This design comes from an exercise in tuning for small area, a short achievable clock period and few clock cycles per item on the open sky130 flow, not from production work. The RTL was checked by simulation tests, not by an equivalence proof against the original design. No activity file was given, so power comes from the tool's default toggle rates.

the baseline:
// bitpacker
module bitpacker (
    input  wire        clk,
    input  wire        rst,           
    input  wire        cmd_valid,
    output wire        cmd_ready,
    input  wire [79:0] cmd_word,
    input  wire        pay_valid,
    output wire        pay_ready,
    input  wire [7:0]  pay_data,
    output reg         rsp_valid,
    output wire [73:0] rsp_word,
    output reg         dst_we,
    output wire [31:0] dst_addr,
    output wire [7:0]  dst_data
);
Size: ~4600 cells after synthesis, roughly 320 flip-flops, ~0.028 mm² of cells after synthesis.
clock: 10.0 ns
lec_check: 0
abc_area: 1
cap_margin: 20
core_margin: 2
core_utilization: 40
setup_slack_margin: 5
slew_margin: 20
run.sh (not shown) runs the stock make flow with config.mk's settings and CLKGATE_MAP_FILE= SYNTH_SCRIPT=/design/flow/synth_recipe.tcl, a recipe that flattens the netlist after the stock synthesis.
The baseline closes out successfully: all stages finished, all timing, DRC and antenna checks passed.
Testbench counts of the baseline, summed over its fixed seeds: cycles 55,951, cmds 24,000.
The following lists how the candidate was set up differently from the baseline:
--- a/flow/design.v
+++ b/flow/design.v
@@ -50,13 +50,12 @@
     reg        c_valid;
     reg        c_init, c_reset, c_put, c_flush, c_wrb, c_pos, c_rem, c_tail, c_ill;
     reg        c_e, c_big;
     reg [5:0]  c_n, c_n2;
     reg [31:0] c_dl, c_dh;
     reg [1:0]  c_ph;         
-    reg [7:0]  sh;           
     reg [2:0]  fcnt;         
     reg        c_skip;       
     reg [31:0] db;
     reg [1:0]  wcnt;         
     reg        adv;          
     reg [1:0]  st;
@@ -89,27 +88,27 @@
         end
     endfunction
     wire        r_neg  = room[32];
     wire        r_big  = (room[31:4] != 28'd0);
     wire [31:0] ins_m  = c_e ? le32(c_n, c_dl) : (c_dl & mask32(c_n));
     wire [6:0]  fsum   = fill + {1'b0, c_n};
-    wire        drain  = sh[7];
-    wire [6:0]  ins_sh = drain ? {2'b00, sh[4:0]} : sh[6:0];
+    wire        drain  = fsum > 7'd64;
+    wire [6:0]  ins_sh = (drain ? 7'd96 : 7'd64) - fsum;
     wire [63:0] ins_c  = (drain ? {cache[31:0], 32'd0} : cache) | ({32'd0, ins_m} << ins_sh);
     wire        dok    = !r_neg && (room[31:2] != 30'd0);    
     wire [3:0]  f8     = fill[6:3];
     wire        fpart  = (fill[2:0] != 3'd0);
     wire [3:0]  c8     = f8 + {3'd0, fpart};
     wire        f_ovf  = r_neg || (!r_big && (room[3:0] < c8));
     wire [3:0]  f_nb   = r_neg ? 4'd0 : (!r_big && room[3:0] < f8) ? room[3:0] : f8;
     wire [1:0]  f_st   = f_ovf ? ST_OVERFLOW : fpart ? ST_UNDERFLOW : ST_OK;
     wire        q_any  = c_pos || c_rem || c_tail;
     wire        q_idx  = c_valid && q_any && !adv;
     wire [3:0]  xi     = q_idx ? f8 : {1'b0, nw_drain, 1'b0, adv};
     wire [32:0] idx_s  = {1'b0, index} + {29'd0, xi};
-    wire [3:0]  yr     = q_any ? (c_rem ? c8 : f8) : (p_go && drain) ? 4'd4 : 4'd1;
+    wire [3:0]  yr     = q_any ? (c_rem ? c8 : f8) : c_put ? 4'd4 : 4'd1;
     wire [32:0] sub    = room - {29'd0, yr};
     wire        s_neg  = sub[32];
     wire [35:0] pos    = {idx_s, fill[2:0]};
     wire [35:0] rem_v  = s_neg ? 36'd0 : {sub, 3'd0 - fill[2:0]};
     wire [31:0] tail_c = s_neg ? len : idx_s[31:0];
     wire [31:0] tail_l = s_neg ? 32'd0 : sub[31:0];
@@ -139,24 +138,19 @@
     assign cmd_ready = !c_valid ||
                        (c_put && !c_big && (!drain || quiet) && npend != 3'd7) ||
                        ((c_init || c_reset) && quiet && npend != 3'd7) ||
                        (c_ill && quiet && idle_rsp && !adv) ||
                        (c_flush && quiet && idle_rsp && c_ph == 2'd1 && fcnt == 3'd1);
     wire accept   = cmd_valid && cmd_ready;
-    wire [6:0] fill_nx = g_init ? 7'd0 :
-                         p_go   ? (drain ? fsum - 7'd32 : fsum) :
-                         f_move ? fill - 7'd8 : fill;
-    wire [5:0] n_nx    = cmd_ready ? i_n0 : (p_go && c_big) ? c_n2 : c_n;
     wire [3:0] tot   = {1'b0, npend} + {3'd0, triv};
     wire       rel   = p_ld ? (npend != 3'd0)
                             : (tot != 4'd0) && (nbefore != 3'd0 || wcnt <= 2'd1);
     always @(posedge clk) begin
         if (rst) begin
             cache   <= 64'd0;
             fill    <= 7'd0;
-            sh      <= 8'd64;
             index   <= 32'd0;
             len     <= 32'd0;
             room    <= 33'd0;
             c_valid <= 1'b0;
             c_ph    <= 2'd0;
             wcnt    <= 2'd0;
@@ -166,13 +160,12 @@
             npend   <= 3'd0;
             nbefore <= 3'd0;
             gv0     <= 1'b0;
             gv1     <= 1'b0;
             st      <= ST_OK;
         end else begin
-            sh <= 8'd64 - {1'b0, fill_nx} - {2'b00, n_nx};
             rsp_valid <= 1'b0;
             gv0 <= 1'b0;
             gv1 <= 1'b0;
             npend <= tot[2:0] - {2'd0, rel};
             if (p_ld)
                 nbefore <= npend - {2'd0, rel};
Notes after the runs:
- The candidate vs the baseline — synthesized area dropped by a few percent
- Internal cell power on the candidate is behind the baseline.
- Across both runs, CTS buffer count was higher for the candidate than for the baseline.
- Synthesized cell count (the candidate vs. the baseline) decreases by a few percent
- For the share of power burned in the clock network, the candidate came in 1.8 points lower than the baseline did.
- Fmax: the candidate below the baseline
- Uppermost layer routed: met4 -> the candidate, met5 -> the baseline
- Summary of the candidate over the baseline: wire length +1400 µm; setup slack of the worst register-to-register path shrank by 440 ps.
- When the final numbers for the baseline and the candidate were put side by side, the met3 global-route usage turned out to be smaller in the candidate.
Testbench counts of the candidate, summed over its fixed seeds: cycles 55,951, cmds 24,000.

* * *

== the previous run ==
Another version of the RTL of bitpacker (not shown whole).
Size: about 4600 cells after synthesis, ~290 flip-flops, roughly 210 I/O pins.
// bitpacker
module bitpacker (
    input  wire        clk,
    input  wire        rst,           
    input  wire        cmd_valid,
    output wire        cmd_ready,
    input  wire [79:0] cmd_word,
    input  wire        pay_valid,
    output wire        pay_ready,
    input  wire [7:0]  pay_data,
    output reg         rsp_valid,
    output wire [73:0] rsp_word,
    output reg         dst_we,
    output wire [31:0] dst_addr,
    output wire [7:0]  dst_data
);
make LEC_CHECK=0 ABC_AREA=1 CAP_MARGIN=20 CORE_MARGIN=2 CORE_UTILIZATION=40 SETUP_SLACK_MARGIN=5 SLEW_MARGIN=20 finish   # period 10.0 ns
Testbench counts of the previous run, summed over its fixed seeds: cycles 55,951, cmds 24,000.
Input-level comparison between the current run and the previous run:
--- a/flow/design.v
+++ b/flow/design.v
@@ -40,14 +40,15 @@
     wire       i_big = (i_opc == 4'h5) && !i_le32;
     wire [5:0] i_nhi = (i_cnt[6]) ? 6'd32 : {1'b0, i_cnt[4:0]};    
     wire [5:0] i_n0  = i_big ? (i_e ? 6'd32 : i_nhi) : i_cnt[5:0];
     wire [5:0] i_n1  = i_e ? i_nhi : 6'd32;
     reg [63:0] cache;
     reg [6:0]  fill;
     reg [31:0] index;
+    reg [31:0] len;
     reg [32:0] room;
     reg        c_valid;
     reg        c_init, c_reset, c_put, c_flush, c_wrb, c_pos, c_rem, c_tail, c_ill;
     reg        c_e, c_big;
     reg [5:0]  c_n, c_n2;
     reg [31:0] c_dl, c_dh;
     reg [1:0]  c_ph;         
@@ -98,32 +99,31 @@
     wire [3:0]  f8     = fill[6:3];
     wire        fpart  = (fill[2:0] != 3'd0);
     wire [3:0]  c8     = f8 + {3'd0, fpart};
     wire        f_ovf  = r_neg || (!r_big && (room[3:0] < c8));
     wire [3:0]  f_nb   = r_neg ? 4'd0 : (!r_big && room[3:0] < f8) ? room[3:0] : f8;
     wire [1:0]  f_st   = f_ovf ? ST_OVERFLOW : fpart ? ST_UNDERFLOW : ST_OK;
     wire        q_any  = c_pos || c_rem || c_tail;
-    wire        q_idx  = c_valid && (q_any || c_reset) && !adv;
-    wire        tclip  = r_neg || (!r_big && room[3:0] < f8);    
-    wire [32:0] xi     = !q_idx ? {29'd0, 1'b0, nw_drain, 1'b0, adv} :
-                         (c_reset || (c_tail && tclip)) ? room : {29'd0, f8};
-    wire [32:0] idx_s  = {1'b0, index} + xi;
+    wire        q_idx  = c_valid && q_any && !adv;
+    wire [3:0]  xi     = q_idx ? f8 : {1'b0, nw_drain, 1'b0, adv};
+    wire [32:0] idx_s  = {1'b0, index} + {29'd0, xi};
     wire [3:0]  yr     = q_any ? (c_rem ? c8 : f8) : (p_go && drain) ? 4'd4 : 4'd1;
     wire [32:0] sub    = room - {29'd0, yr};
     wire        s_neg  = sub[32];
     wire [35:0] pos    = {idx_s, fill[2:0]};
     wire [35:0] rem_v  = s_neg ? 36'd0 : {sub, 3'd0 - fill[2:0]};
+    wire [31:0] tail_c = s_neg ? len : idx_s[31:0];
     wire [31:0] tail_l = s_neg ? 32'd0 : sub[31:0];
     wire quiet    = (wcnt == 2'd0);
     wire idle_rsp = (npend == 3'd0);
     wire p_go     = c_valid && c_put && (!drain || quiet) && (c_big || npend != 3'd7);
     wire p_ld     = p_go && drain && dok;
     wire p_done   = p_go && !c_big;
     wire nw_drain = p_go && drain && !dok;
-    wire g_init   = c_valid && (c_init || (c_reset && !adv)) && quiet && npend != 3'd7;
+    wire g_init   = c_valid && (c_init || c_reset) && quiet && npend != 3'd7;
     wire g_q      = c_valid && (c_pos || c_rem || c_tail || c_ill) && quiet && idle_rsp && !adv;
     wire g_fw     = c_valid && (c_flush || c_wrb) && quiet && idle_rsp;
     wire f_start  = g_fw && (c_ph == 2'd0);
     wire f_move   = (f_start && f_nb != 4'd0) || (g_fw && c_ph == 2'd1);
     wire f_last   = (f_start && f_nb <= 4'd1) || (g_fw && c_ph == 2'd1 && fcnt == 3'd1);
     wire pay_ph   = g_fw && (c_ph == 2'd2);
     wire pay_any  = (c_dl != 32'd0);
@@ -134,15 +134,15 @@
     wire fl_done  = c_flush && f_last;
     wire wr_end   = w_done;
     wire triv     = p_done || g_init;
     wire c_done   = p_done || g_init || g_q || (g_fw && (fl_done || w_done));
     wire c_holds  = c_pos || c_rem || c_tail || c_wrb;
     assign cmd_ready = !c_valid ||
                        (c_put && !c_big && (!drain || quiet) && npend != 3'd7) ||
-                       ((c_init || (c_reset && !adv)) && quiet && npend != 3'd7) ||
+                       ((c_init || c_reset) && quiet && npend != 3'd7) ||
                        (c_ill && quiet && idle_rsp && !adv) ||
                        (c_flush && quiet && idle_rsp && c_ph == 2'd1 && fcnt == 3'd1);
     wire accept   = cmd_valid && cmd_ready;
     wire [6:0] fill_nx = g_init ? 7'd0 :
                          p_go   ? (drain ? fsum - 7'd32 : fsum) :
                          f_move ? fill - 7'd8 : fill;
     wire [5:0] n_nx    = cmd_ready ? i_n0 : (p_go && c_big) ? c_n2 : c_n;
@@ -151,14 +151,15 @@
                             : (tot != 4'd0) && (nbefore != 3'd0 || wcnt <= 2'd1);
     always @(posedge clk) begin
         if (rst) begin
             cache   <= 64'd0;
             fill    <= 7'd0;
             sh      <= 8'd64;
             index   <= 32'd0;
+            len     <= 32'd0;
             room    <= 33'd0;
             c_valid <= 1'b0;
             c_ph    <= 2'd0;
             wcnt    <= 2'd0;
             adv     <= 1'b0;
             dst_we  <= 1'b0;
             rsp_valid <= 1'b0;
@@ -216,18 +217,19 @@
                         c_dl <= c_dh;
                 end
             end
             if (g_init) begin
                 cache <= 64'd0;
                 fill  <= 7'd0;
                 index <= 32'd0;
-                if (c_init)
+                if (c_init) begin
+                    len  <= c_dl;
                     room <= {1'b0, c_dl};
-                else
-                    room <= {1'b0, idx_s[31:0]};
+                end else
+                    room <= {1'b0, len};
             end
             if (g_q) begin
                 rsp_valid <= 1'b1;
                 st  <= c_ill ? ST_ILLEGAL : ST_OK;
                 gv0 <= !c_ill;
                 gv1 <= c_tail;
                 if (c_pos) begin
@@ -235,15 +237,15 @@
                     c_n[3:0] <= pos[35:32];
                 end
                 if (c_rem) begin
                     c_dh <= rem_v[31:0];
                     c_n[3:0] <= rem_v[35:32];
                 end
                 if (c_tail) begin
-                    c_dh <= idx_s[31:0];
+                    c_dh <= tail_c;
                     c_dl <= tail_l;
                     c_n[3:0] <= 4'd0;
                 end
             end
             if (f_start) begin
                 st <= f_st;
                 c_skip <= (f_st != ST_OK);
## What came out
- Diff the current run and the previous run: worst-case reg-to-reg path depth higher in the previous run
- Going from the previous run to the current run, total internal power grew by a few percent.
- In the current run the number of signal-net inverters in the final layout turned out 14 lower than in the previous run.
- Share of cell area taken by multi-input logic gates: the current run and the previous run compared, higher one is the previous run
- Relative to the previous run, multi-input logic cell count has gone down in the current run.
- Final area in the current run is about 0.53% below the previous run.
- Fmax: the current run above the previous run
- Compare the current run and the previous run | fraction of power consumed by the clock network lower: the current run
Testbench counts of the current run, summed over its fixed seeds: cycles 55,951, cmds 24,000.

[separate check: timing with driven ports]
In the flow no input, the clock included, has a driving cell. The finished layouts below were timed again as built, in two steps. Step 1: set_driving_cell puts a clkbuf_16 on clk and a buf_2 on each other input, an assumption about the parent block. Step 2 moves the port delays by t, midway between the first and last clock arrival at a register: inputs arrive t later, outputs are due t later. That takes back most of the time a late clock gives input paths. a / b / c = ideal / step 1 / step 2; a / b = the first two.
run | t (ns) | slack for setup (ns) | hold WS [ns]
the baseline | 0.631 | 5.099 / 5.031 / 4.573 | 0.465 / 0.465 / 0.465
the candidate | 0.647 | 4.818 / 4.776 / 4.481 | 0.478 / 0.478 / 0.478
the previous run | 0.625 | 4.954 / 4.954 / 4.560 | 0.469 / 0.469 / 0.469
the current run | 0.625 | 5.061 / 4.997 / 4.493 | 0.466 / 0.466 / 0.466
After both steps every run listed still meets setup and hold. The setup slack of the current run, which loses most, moves by -0.064 ns with the drivers and by -0.568 ns with both steps.
